What follows belongs to an exercise in optimizing a design on an open flow for small area, a short achievable clock period and few clock cycles per item; a production flow would make more cautious choices. Function was checked by simulation only, so behaviour that the tests miss may differ from the original.

Setup of before:
==> flow/design.v (excerpt) <==
module sixel_color_conv (
    input  wire        clk,
    input  wire        rst,
    input  wire        in_valid,
    output wire        in_ready,
    input  wire        in_space,
    input  wire [8:0]  in_p0,
    input  wire [6:0]  in_p1,
    input  wire [6:0]  in_p2,
    output wire        out_valid,
    input  wire        out_ready,
    output wire [31:0] out_color
);
==> flow/config.mk <==
export PLATFORM = sky130hd
export DESIGN_NAME = sixel_color_conv
export DESIGN_NICKNAME = sixel_color_conv
export VERILOG_FILES = /design/flow/design.v
export SDC_FILE = /design/flow/constraint.sdc
export NUM_CORES = 4
export LEC_CHECK = 0
export ABC_AREA = 1
export CAP_MARGIN = 20
export CORE_MARGIN = 2
export CORE_UTILIZATION = 70
export CTS_CLUSTER_DIAMETER = 100
export CTS_CLUSTER_SIZE = 22
export SLEW_MARGIN = 50
==> flow/constraint.sdc <==
create_clock -name core_clock -period 32.0 [get_ports {clk}]
set_input_delay 6.4000 -clock core_clock [delete_from_list [all_inputs] [get_ports {clk}]]
set_output_delay 6.4000 -clock core_clock [all_outputs]
set_load 0.01 [all_outputs]
standard.sh (not shown) runs the stock make flow with config.mk's settings and CLKGATE_MAP_FILE= SYNTH_SCRIPT=/design/flow/synth_recipe.tcl, a recipe that flattens the netlist after the stock synthesis.
==> flow/flow/run.sh <==
#!/bin/bash
# The standard layout (the standard.sh, unchanged synthesis), with one
# change: the buffers ORFS puts on every input and output port are buf_2
# cells instead of the default pick. The make output goes to flow.log.
set -euo pipefail
bash standard.sh "BUFFER_PORTS_ARGS=-buffer_cell sky130_fd_sc_hd__buf_2" finish > flow.log 2>&1
Testbench counts of before, summed over its fixed seeds: cycles 16,040, items 16,000.
Inputs modified between before and after:
- swapping 50 for 80 in SLEW_MARGIN
--- outcome ---
- after completed end to end with timing, DRC and antenna clean.
- Post-route minimum period: after < before
- The detailed route wirelength on metal2 of after is higher than that of before.
- Relative to before, worst setup slack after layout has gone up in after.
- Number of logic stages on the critical path including buffering: after < before
- In after, met2 layer usage reported by global route is higher than in before.
- In the tables for after and before, buffering stage count on the worst path with inverters included reads lower with after.
- Register share of the cell area: after vs before down 1.4 points
- [compare] base=before new=after: final clock skew comparable; routed wire length per instance now larger.
- before reports its start point of the critical path as out_ready while after reports oc[8].

========
## violet
sixel_color_conv, a different RTL version from the one above (not shown whole).
Size: about 2200 cells after synthesis, about 220 flip-flops, ~62 I/O pins.
==> flow/config.mk <==
export PLATFORM = sky130hd
export DESIGN_NAME = sixel_color_conv
export DESIGN_NICKNAME = sixel_color_conv
export VERILOG_FILES = /design/flow/design.v
export SDC_FILE = /design/flow/constraint.sdc
export NUM_CORES = 4
export LEC_CHECK = 0
export ABC_AREA = 1
export CAP_MARGIN = 20
export CORE_MARGIN = 2
export CORE_UTILIZATION = 70
export CTS_BUF_LIST = sky130_fd_sc_hd__clkbuf_8
export SLEW_MARGIN = 20
==> flow/constraint.sdc <==
create_clock -name core_clock -period 32.0 [get_ports {clk}]
set_input_delay 6.4000 -clock core_clock [delete_from_list [all_inputs] [get_ports {clk}]]
set_output_delay 6.4000 -clock core_clock [all_outputs]
set_load 0.01 [all_outputs]
run.sh (not shown) runs the stock make flow with config.mk's settings and CLKGATE_MAP_FILE= SYNTH_SCRIPT=/design/flow/synth_recipe.tcl, a recipe that flattens the netlist after the stock synthesis.
Stock flow here: none of the scripts above is used.
violet completed end to end with timing, DRC and antenna clean.
Testbench counts of violet, summed over its fixed seeds: cycles 16,040, items 16,000.
diff inputs: violet => juniper
Settings: setting CTS_CLUSTER_SIZE to 22 for the first time; setting CTS_CLUSTER_DIAMETER to 100 for the first time; removing CTS_BUF_LIST (formerly sky130_fd_sc_hd__clkbuf_8).
==> flow/flow/run.sh (new file) <==
#!/bin/bash
# The standard layout (the standard.sh, unchanged synthesis), with one
# change: the buffers ORFS puts on every input and output port are buf_2
# cells instead of the default pick. The make output goes to flow.log.
set -euo pipefail
bash standard.sh "BUFFER_PORTS_ARGS=-buffer_cell sky130_fd_sc_hd__buf_2" finish > flow.log 2>&1
==> flow/standard.sh (new file) <==
#!/bin/bash
# synth_recipe.tcl (not shown) runs the flow's synth.tcl, then flattens the netlist and writes it again
# the make line also repeats each setting of config.mk as NAME=value (left out here)
make -C /OpenROAD-flow-scripts/flow DESIGN_CONFIG=/design/flow/config.mk WORK_HOME=/design/flow/orfs CLKGATE_MAP_FILE= SYNTH_SCRIPT=/design/flow/synth_recipe.tcl "${@:-finish}"
removed: flow/run.sh
Findings:
- met3 usage sits lower in juniper than in violet.
- Number of clock buffers inserted by TritonCTS: juniper < violet
- Total routed wirelength delta (juniper − violet): unfavourable

separate check: timing with driven ports:
How much do the figures lean on ideal ports? The routed layouts below were timed once more, with nothing changed but the port constraints.
Step 1 sets driving cells, clkbuf_16 on the clock port and buf_2 on the other inputs (assumed; they add their load-dependent delay and slew).
Step 2 also shifts input and output timing later by t, the mid clock arrival at the registers, as if the neighbouring blocks saw the same clock.
Three values: ideal, step 1, step 2; two values: the first two.
run | t, ns | setup slack, ns | worst hold slack (ns) | worst setup path after step 2 | worst slew at a driven data input, ns
before | 0.524 | 24.412 / 24.442 / 23.917 | 0.425 / 0.425 / 0.425 | input to register | 0.03
after | 0.529 | 24.592 / 24.539 / 24.281 | 0.427 / 0.427 / 0.427 | input to register | 0.03
violet | 0.591 | 23.994 / 24.017 / 23.426 | 0.420 / 0.420 / 0.420 | input to register | 0.03
juniper | 0.540 | 24.553 / 24.498 / 24.089 | 0.424 / 0.424 / 0.424 | input to register | 0.03
After both steps setup and hold are still met in every run listed. For violet, which loses most, drivers alone change the setup slack by +0.023 ns; drivers and shift together by -0.568 ns.
